This design comes from an exercise in tuning for small area, a short achievable clock period and few clock cycles on the open sky130 flow, not from production work. In this exercise RTL edits were held to simulation tests only and were not proved equivalent to the original. No activity file was given, so power comes from the tool's default toggle rates.

==> v16: inputs <==
Design sfr_top, start of the top module:
module sfr_top (
    input  wire        clk,
    input  wire        rst,
    input  wire        evt_valid,
    input  wire [31:0] evt_data,
    output wire        evt_ready,
    output wire        rec_valid,
    output reg  [2:0]  rec_port,
    output reg         rec_last,
    output reg  [7:0]  rec_data,
    output wire [15:0] status,
    output wire [31:0] config_word,
    output wire [31:0] baud_word,
    output wire [31:0] stage_word
);
    localparam [7:0] STX = 8'h02;
    localparam [2:0] P_STD = 3'd0, P_BCAST = 3'd1, P_SPEC = 3'd2, P_ANY = 3'd3, P_TXP = 3'd4;
    localparam [1:0] RX_START = 2'd0, RX_LEN = 2'd1, RX_BODY = 2'd2;
    localparam [1:0] TX_IDLE = 2'd0, TX_WAIT = 2'd1, TX_SEND = 2'd2;
    localparam [2:0] R_NONE = 3'd0, R_OK = 3'd1, R_BCC = 3'd2, R_LEN = 3'd3,
                     R_LINE = 3'd4, R_TIMEOUT = 3'd5;
    localparam [1:0] F_TX_BUSY = 2'd1, F_CONFIG = 2'd2, F_ILLEGAL = 2'd3;
    localparam [1:0] PH_STX = 2'd0, PH_LGE = 2'd1, PH_BODY = 2'd2, PH_BCC = 2'd3;
    reg        run;
    reg [1:0]  rx_state;
    reg [1:0]  tx_state;
    reg [2:0]  last_result;
    reg        fault;
    reg [1:0]  fault_cause;
    reg [4:0]  cfg_node;
    reg [3:0]  cfg_en;
    reg [23:0] cfg_baud;
    reg [23:0] baud_stage;
    reg [6:0]  lge;
    reg [5:0]  wp;
    reg        last_q;        
    reg [7:0]  bcc;
    reg [8*63-1:0] rxb;
    reg        armed;
    reg        rfirst;
    reg [23:0] rs;
    reg [8*63-1:0] txb;
    reg [6:0]  tx_lge;
    reg [7:0]  tx_bcc;
    reg        tfirst;
    reg [17:0] ts;
    reg        rdy;           
    reg        src_tx;
    reg [1:0]  ph;
    reg [5:0]  p;
    reg        any_pend;
    reg        rv_q;
    wire em = !rdy;
    assign evt_ready = rdy;
    wire take = evt_valid && rdy;
    assign rec_valid   = rv_q;
    assign status      = {5'd0, fault_cause, fault, last_result, run, tx_state, rx_state};
    assign config_word = {20'd0, cfg_en, 3'd0, cfg_node};
    assign baud_word   = {8'd0, cfg_baud};
    assign stage_word  = {8'd0, baud_stage};
    wire [3:0] op = evt_data[31:28];
    wire [7:0] d  = evt_data[7:0];
    wire z27_24 = (evt_data[27:24] == 4'd0);
    wire z23_12 = (evt_data[23:12] == 12'd0);
    wire z11_8  = (evt_data[11:8] == 4'd0);
    wire z7_5   = (evt_data[7:5] == 3'd0);
    wire z4_2   = (evt_data[4:2] == 3'd0);
  ...
==> flow/config.mk <==
export PLATFORM = sky130hd
export DESIGN_NAME = sfr_top
export DESIGN_NICKNAME = sfr_top
export VERILOG_FILES = /design/flow/design.v
export SDC_FILE = /design/flow/constraint.sdc
export NUM_CORES = 4
export LEC_CHECK = 0
export CAP_MARGIN = 20
export CORE_MARGIN = 2
export CORE_UTILIZATION = 65
export SLEW_MARGIN = 20
==> flow/constraint.sdc <==
create_clock -name core_clock -period 10.0 [get_ports {clk}]
set_input_delay 2.0000 -clock core_clock [delete_from_list [all_inputs] [get_ports {clk}]]
set_output_delay 2.0000 -clock core_clock [all_outputs]
set_load 0.01 [all_outputs]
standard.sh (not shown) runs the stock make flow with config.mk's settings and CLKGATE_MAP_FILE= SYNTH_SCRIPT=/design/flow/synth_recipe.tcl, a recipe that flattens the netlist after the stock synthesis.
==> flow/flow/run.sh <==
#!/bin/bash
# Own layout flow: the standard ORFS flow (standard.sh) with these changes to how
# the layout is optimised (the design, clock period and constraints are unchanged):
#  - the port buffers are plain buffers (buf_2) instead of the delay cell buffer_ports
#    picks by default;
#  - the sizer may change a cell's footprint (MATCH_CELL_FOOTPRINT 0);
#  - clock tree synthesis adds no dummy loads and uses clkbuf_16 with up to 26 sinks per leaf buffer;
set -euo pipefail
MARGIN=${MARGIN:-7.0}
TNS=${TNS:-10}
bash standard.sh SETUP_SLACK_MARGIN=$MARGIN TNS_END_PERCENT=$TNS MATCH_CELL_FOOTPRINT=0 \
  "BUFFER_PORTS_ARGS=-buffer_cell sky130_fd_sc_hd__buf_2" \
  "CTS_ARGS=-sink_clustering_enable -repair_clock_nets -dont_use_dummy_load -sink_clustering_size 26 -sink_clustering_max_diameter 80 -buf_list sky130_fd_sc_hd__clkbuf_16" \
  finish > flow_make.log 2>&1
==> inputs of v5, as changes to v16 <==
--- a/flow/design.v
+++ b/flow/design.v
@@ -110,56 +110,46 @@
     wire cls_on    = (c_spec && cfg_en[2]) || (c_bcast && cfg_en[1]) || (c_std && cfg_en[0]);
     wire [2:0] cls_port = c_spec ? P_SPEC : c_bcast ? P_BCAST : P_STD;
     wire mir_busy  = c_mirror && !tx_idle;
     wire any_on    = cfg_en[3] && !mir_busy;
     wire stage_bad = (baud_stage < 24'd155);
-    wire [17:0] ra;
-    wire [14:0] rb;
-    assign ra[0] = (lge[2:0] == 3'd0) | (lge[2:0] == 3'd2) | (lge[2:0] == 3'd4) | (lge[2:0] == 3'd6);
-    assign ra[1] = (lge[2:0] == 3'd0) | (lge[2:0] == 3'd1) | (lge[2:0] == 3'd4) | (lge[2:0] == 3'd5);
-    assign ra[2] = (lge[2:0] == 3'd0) | (lge[2:0] == 3'd2) | (lge[2:0] == 3'd5) | (lge[2:0] == 3'd7);
-    assign ra[3] = (lge[2:0] == 3'd0) | (lge[2:0] == 3'd1) | (lge[2:0] == 3'd4) | (lge[2:0] == 3'd7);
-    assign ra[4] = (lge[2:0] == 3'd0) | (lge[2:0] == 3'd2) | (lge[2:0] == 3'd5);
-    assign ra[5] = (lge[2:0] == 3'd0) | (lge[2:0] == 3'd1) | (lge[2:0] == 3'd4) | (lge[2:0] == 3'd7);
-    assign ra[6] = (lge[2:0] == 3'd0) | (lge[2:0] == 3'd2) | (lge[2:0] == 3'd5);
-    assign ra[7] = (lge[2:0] == 3'd0) | (lge[2:0] == 3'd1) | (lge[2:0] == 3'd4) | (lge[2:0] == 3'd7);
-    assign ra[8] = (lge[2:0] == 3'd0) | (lge[2:0] == 3'd1) | (lge[2:0] == 3'd2) | (lge[2:0] == 3'd3) | (lge[2:0] == 3'd7);
-    assign ra[9] = (lge[2:0] == 3'd0) | (lge[2:0] == 3'd2) | (lge[2:0] == 3'd4) | (lge[2:0] == 3'd6) | (lge[2:0] == 3'd7);
-    assign ra[10] = (lge[2:0] == 3'd0) | (lge[2:0] == 3'd3) | (lge[2:0] == 3'd4);
-    assign ra[11] = (lge[2:0] == 3'd0) | (lge[2:0] == 3'd1) | (lge[2:0] == 3'd3) | (lge[2:0] == 3'd6);
-    assign ra[12] = (lge[2:0] == 3'd0) | (lge[2:0] == 3'd2) | (lge[2:0] == 3'd3) | (lge[2:0] == 3'd5) | (lge[2:0] == 3'd6);
-    assign ra[13] = (lge[2:0] == 3'd0) | (lge[2:0] == 3'd4) | (lge[2:0] == 3'd5) | (lge[2:0] == 3'd6);
-    assign ra[14] = (lge[2:0] == 3'd0) | (lge[2:0] == 3'd7);
-    assign ra[15] = (lge[2:0] == 3'd0);
-    assign ra[16] = (lge[2:0] == 3'd0);
-    assign ra[17] = (lge[2:0] == 3'd0);
-    assign rb[0] = (lge[6:3] == 4'd1) | (lge[6:3] == 4'd3) | (lge[6:3] == 4'd5) | (lge[6:3] == 4'd7);
-    assign rb[1] = (lge[6:3] == 4'd1) | (lge[6:3] == 4'd2) | (lge[6:3] == 4'd5) | (lge[6:3] == 4'd6);
-    assign rb[2] = (lge[6:3] == 4'd2) | (lge[6:3] == 4'd4) | (lge[6:3] == 4'd5) | (lge[6:3] == 4'd7);
-    assign rb[3] = (lge[6:3] == 4'd1) | (lge[6:3] == 4'd4) | (lge[6:3] == 4'd7) | (lge[6:3] == 4'd8);
-    assign rb[4] = (lge[6:3] == 4'd2) | (lge[6:3] == 4'd5) | (lge[6:3] == 4'd8);
-    assign rb[5] = (lge[6:3] == 4'd1) | (lge[6:3] == 4'd4) | (lge[6:3] == 4'd7);
-    assign rb[6] = (lge[6:3] == 4'd2) | (lge[6:3] == 4'd5) | (lge[6:3] == 4'd8);
-    assign rb[7] = (lge[6:3] == 4'd1) | (lge[6:3] == 4'd4) | (lge[6:3] == 4'd7);
-    assign rb[8] = (lge[6:3] == 4'd1) | (lge[6:3] == 4'd2) | (lge[6:3] == 4'd3) | (lge[6:3] == 4'd7) | (lge[6:3] == 4'd8);
-    assign rb[9] = (lge[6:3] == 4'd2) | (lge[6:3] == 4'd4) | (lge[6:3] == 4'd6) | (lge[6:3] == 4'd7);
-    assign rb[10] = (lge[6:3] == 4'd3) | (lge[6:3] == 4'd4) | (lge[6:3] == 4'd8);
-    assign rb[11] = (lge[6:3] == 4'd1) | (lge[6:3] == 4'd3) | (lge[6:3] == 4'd6) | (lge[6:3] == 4'd8);
-    assign rb[12] = (lge[6:3] == 4'd2) | (lge[6:3] == 4'd3) | (lge[6:3] == 4'd5) | (lge[6:3] == 4'd6);
-    assign rb[13] = (lge[6:3] == 4'd4) | (lge[6:3] == 4'd5) | (lge[6:3] == 4'd6);
-    assign rb[14] = (lge[6:3] == 4'd7) | (lge[6:3] == 4'd8);
+    reg [17:0] ra;
+    reg [14:0] rb;
+    always @(*) begin
+        case (lge[2:0])
+            3'd0: ra = 18'h3FFFF;
+            3'd1: ra = 18'd2474;
+            3'd2: ra = 18'd4949;
+            3'd3: ra = 18'd7424;
+            3'd4: ra = 18'd9899;
+            3'd5: ra = 18'd12374;
+            3'd6: ra = 18'd14849;
+            default: ra = 18'd17324;
+        endcase
+        case (lge[6:3])
+            4'd0: rb = 15'd0;
+            4'd1: rb = 15'd2475;
+            4'd2: rb = 15'd4950;
+            4'd3: rb = 15'd7425;
+            4'd4: rb = 15'd9900;
+            4'd5: rb = 15'd12375;
+            4'd6: rb = 15'd14850;
+            4'd7: rb = 15'd17325;
+            default: rb = 15'd19800;
+        endcase
+    end
     wire [17:0] rsum = ra + {rb, 3'd0};
     wire [23:0] rs_init = {rsum, 6'h3F};
     wire [23:0] rs_sub;
     wire        rs_bor;
     sfr_div #(.W(24)) u_rsub (.a(rs), .b(cfg_baud), .diff(rs_sub), .borrow(rs_bor));
     wire        rs_exp = rs_bor;
     wire [17:0] ts_sub;
     wire        ts_bor;
     sfr_div #(.W(18)) u_tsub (.a(ts), .b(cfg_baud[17:0]), .diff(ts_sub), .borrow(ts_bor));
     wire        ts_exp = ts_bor || (cfg_baud[23:18] != 6'd0);
-    wire d_lge_ok = (!d[7] && !d[6] && (d[5:1] != 5'd0)) || (d == 8'h40);
+    wire d_lge_ok = (d >= 8'd2) && (d <= 8'd64);
     wire bcc_ok   = (bcc == d);
     wire [8*63-1:0] buf_sel = src_tx ? txb : rxb;
     wire [7:0] body_byte = buf_sel[8*p +: 8];
     wire [6:0] len_sel   = src_tx ? tx_lge : lge;
     wire [7:0] bcc_sel   = src_tx ? tx_bcc : bcc;
@@ -224,20 +214,22 @@
                 end
                 if (is_rx && run) begin
                     case (rx_state)
                     RX_START: if (d == STX)
                         rx_state <= RX_LEN;
-                    RX_LEN: begin
+                    RX_LEN: if (d_lge_ok) begin
                         lge      <= d[6:0];
                         wp       <= 6'd0;
                         last_q   <= 1'b0;
                         bcc      <= STX ^ d;
+                        armed    <= 1'b1;
                         rfirst   <= 1'b1;
-                        armed    <= d_lge_ok;
-                        rx_state <= d_lge_ok ? RX_BODY : RX_START;
-                        if (!d_lge_ok)
-                            last_result <= R_LEN;
+                        rx_state <= RX_BODY;
+                    end else begin
+                        last_result <= R_LEN;
+                        rx_state    <= RX_START;
+                        armed       <= 1'b0;
                     end
                     default: begin
                         wp     <= wp + 6'd1;
                         last_q <= ({1'b0, wp} + 7'd2 == lge);
                         if (!last_q) begin
==> flow/flow/run.sh (replaced) <==
#!/bin/bash
set -euo pipefail
MARGIN=${MARGIN:-6.6}
TNS=${TNS:-10}
bash standard.sh SETUP_SLACK_MARGIN=$MARGIN TNS_END_PERCENT=$TNS finish > flow_make.log 2>&1
Settings changed: CORE_UTILIZATION 65 to 60.
==> qor summary <==
metric	v16	v5
Net Sw Frac	0.1974	0.2035
Clock transition at the register clock pins on the worst setup and hold paths after CTS	0.10 ns	0.06 ns
Global Route met1 Usage	0.4283	0.4490
Simple-gate share of the synthesized area	0.05257	0.05765
Headroom to the max-slew limit	0.1988	0.2642
Placeable Area	76080 um^2	83560 um^2
Status	complete, no violations	complete, no violations
Pin count of the biggest net entering global routing	183	155
Part of the power in the clock network	0.300	0.441
Starting density of the core	0.6579	0.6060
Number of post-CTS setup repair buffers	18	78
Insertion delay of the later-clocked pin in the worst-skew pair	0.66 ns	0.72 ns
Share of post-route cells with drive strength above 1	0.2053	0.2263
Placement-stage cell area	51430 um^2	52570 um^2
Footprint of the flip-flops and latches	34540 um^2	34790 um^2
Multiplexer share of the synthesized area	0.1440	0.1342
Total inserted antenna cells	1	0
Required arrival time at the worst endpoint	10.50 ns	10.46 ns
Average wire length per cell after detail routing	30.04 um	30.03 um
Post-synthesis register bit count	1182	1194
Buffer and inverter count on the worst path	4	5
Cells after synthesis	2994	3079
Testbench counts of v16, summed over its fixed seeds: cycles 88,023.
Testbench counts of v5, summed over its fixed seeds: cycles 88,023.

==> job 8888: inputs <==
Starting RTL as in the previous note.
==> flow/config.mk <==
export PLATFORM = sky130hd
export DESIGN_NAME = sfr_top
export DESIGN_NICKNAME = sfr_top
export VERILOG_FILES = /design/flow/design.v
export SDC_FILE = /design/flow/constraint.sdc
export NUM_CORES = 4
export LEC_CHECK = 0
export CAP_MARGIN = 20
export CORE_MARGIN = 2
export CORE_UTILIZATION = 50
export SLEW_MARGIN = 20
==> flow/constraint.sdc <==
create_clock -name core_clock -period 10.0 [get_ports {clk}]
set_input_delay 2.0000 -clock core_clock [delete_from_list [all_inputs] [get_ports {clk}]]
set_output_delay 2.0000 -clock core_clock [all_outputs]
set_load 0.01 [all_outputs]
==> flow/flow/run.sh <==
#!/bin/bash
# Own layout flow: the standard ORFS flow (standard.sh) with these changes to how
# the layout is optimised (the design, clock period and constraints are unchanged):
#  - the port buffers are plain buffers (buf_4) instead of the delay cell buffer_ports
#    picks by default;
#  - the sizer may change a cell's footprint (MATCH_CELL_FOOTPRINT 0);
#  - clock tree synthesis adds no dummy loads;
set -euo pipefail
MARGIN=${MARGIN:-7.0}
TNS=${TNS:-10}
bash standard.sh SETUP_SLACK_MARGIN=$MARGIN TNS_END_PERCENT=$TNS MATCH_CELL_FOOTPRINT=0 \
  "BUFFER_PORTS_ARGS=-buffer_cell sky130_fd_sc_hd__buf_4" \
  "CTS_ARGS=-sink_clustering_enable -repair_clock_nets -dont_use_dummy_load" \
  finish > flow_make.log 2>&1
==> job 4543 (differences from job 8888) <==
==> flow/flow/run.sh (replaced) <==
#!/bin/bash
# Own layout flow: the standard ORFS flow (standard.sh) with these changes to how
# the layout is optimised (the design, clock period and constraints are unchanged):
#  - the port buffers are plain buffers (buf_2) instead of the delay cell buffer_ports
#    picks by default;
#  - the sizer may change a cell's footprint (MATCH_CELL_FOOTPRINT 0);
#  - clock tree synthesis adds no dummy loads and uses clkbuf_16 with up to 26 sinks per leaf buffer;
set -euo pipefail
MARGIN=${MARGIN:-7.0}
TNS=${TNS:-10}
bash standard.sh SETUP_SLACK_MARGIN=$MARGIN TNS_END_PERCENT=$TNS MATCH_CELL_FOOTPRINT=0 \
  "BUFFER_PORTS_ARGS=-buffer_cell sky130_fd_sc_hd__buf_2" \
  "CTS_ARGS=-sink_clustering_enable -repair_clock_nets -dont_use_dummy_load -sink_clustering_size 26 -sink_clustering_max_diameter 80 -buf_list sky130_fd_sc_hd__clkbuf_16" \
  finish > flow_make.log 2>&1
==> job 9942 (differences from job 8888) <==
==> flow/flow/run.sh (replaced) <==
#!/bin/bash
# Own layout flow: the standard ORFS flow (standard.sh) with these changes to how
# the layout is optimised (the design, clock period and constraints are unchanged):
#  - the port buffers are plain buffers (buf_2) instead of the delay cell buffer_ports
#    picks by default;
#  - the sizer may change a cell's footprint (MATCH_CELL_FOOTPRINT 0);
#  - clock tree synthesis adds no dummy loads and uses clkbuf_8 below a clkbuf_16 root;
set -euo pipefail
MARGIN=${MARGIN:-7.0}
TNS=${TNS:-10}
bash standard.sh SETUP_SLACK_MARGIN=$MARGIN TNS_END_PERCENT=$TNS MATCH_CELL_FOOTPRINT=0 \
  "BUFFER_PORTS_ARGS=-buffer_cell sky130_fd_sc_hd__buf_2" \
  "CTS_ARGS=-sink_clustering_enable -repair_clock_nets -dont_use_dummy_load -root_buf sky130_fd_sc_hd__clkbuf_16 -buf_list sky130_fd_sc_hd__clkbuf_8" \
  finish > flow_make.log 2>&1
==> results.txt <==
Result of the run: job 8888 finished clean; job 9942 finished clean; job 4543 finished clean
Power consumption: job 8888 0.00940 W; job 9942 0.00892 W; job 4543 0.00801 W
Worst Setup Slack post-DPL: job 8888 4.01 ns; job 9942 4.57 ns; job 4543 4.57 ns
Slack of the critical path: job 8888 6.25 ns; job 9942 6.29 ns; job 4543 6.28 ns
Flop+latch power: job 8888 0.00537 W; job 9942 0.00538 W; job 4543 0.00536 W
Fin cells: job 8888 4520; job 9942 4567; job 4543 4423
Power dissipated in combinational cells: job 8888 0.000218 W; job 9942 0.000185 W; job 4543 0.000183 W
GR Util met1: job 8888 37.1%; job 9942 35.4%; job 4543 35.6%
Stages on worst setup path: job 8888 10; job 9942 11; job 4543 10
Combinational group share of total power: job 8888 2.3%; job 9942 2.1%; job 4543 2.3%
Lkg Pwr: job 8888 20.3 nW; job 9942 19.9 nW; job 4543 19.1 nW
Sum of routed wire length over all layers: job 8888 133000 um; job 9942 129000 um; job 4543 127000 um
Peak VDD IR: job 8888 0.156 mV; job 9942 0.122 mV; job 4543 0.115 mV
Worst Setup EP: job 8888 rec_data[7]; job 9942 rdy; job 4543 rec_port[1]
Final critical-path share of the clock period: job 8888 37.5%; job 9942 37.1%; job 4543 37.2%
Startpoint of the worst setup timing path: job 8888 evt_data[29]; job 9942 evt_data[0]; job 4543 evt_data[5]
Clk_buf instances: job 8888 121; job 9942 189; job 4543 56
Area of all placed cells without fillers: job 8888 57000 um2; job 9942 55900 um2; job 4543 54600 um2
Testbench counts of job 8888, summed over its fixed seeds: cycles 88,023.
Testbench counts of job 4543, summed over its fixed seeds: cycles 88,023.
Testbench counts of job 9942, summed over its fixed seeds: cycles 88,023.

-- static timing again, ports no longer ideal --
No port has a modelled driver above. Below, the same layouts with a new extraction and two added sets of constraints.
Step 1, drivers: a clkbuf_16 drives clk and a buf_2 each remaining input, both assumed.
Step 2 adds t to the input delays and takes it off the output delays; t is the mean of the earliest and latest rising clock arrival at the registers after step 1. Input paths then give back, and output paths get back, about the clock's delay inside the block.
a / b / c = ideal ports / drivers / drivers and shift; a / b = the first two.
| run | t, ns | setup WS [ns] | slew at the worst register clock pin (ns) |
|---|---|---|---|
| v16 | 0.691 | 6.117 / 6.063 / 5.372 | 0.10 / 0.10 |
| v5 | 0.750 | 6.168 / 6.155 / 5.405 | 0.07 / 0.07 |
| job 8888 | 0.750 | 6.249 / 6.123 / 5.373 | 0.07 / 0.07 |
| job 4543 | 0.730 | 6.280 / 6.136 / 5.407 | 0.11 / 0.11 |
| job 9942 | 0.763 | 6.291 / 6.164 / 5.401 | 0.07 / 0.07 |
After both steps setup and hold are still met in every run listed. The setup slack of job 9942, which loses most, moves by -0.127 ns with the drivers and by -0.890 ns with both steps.
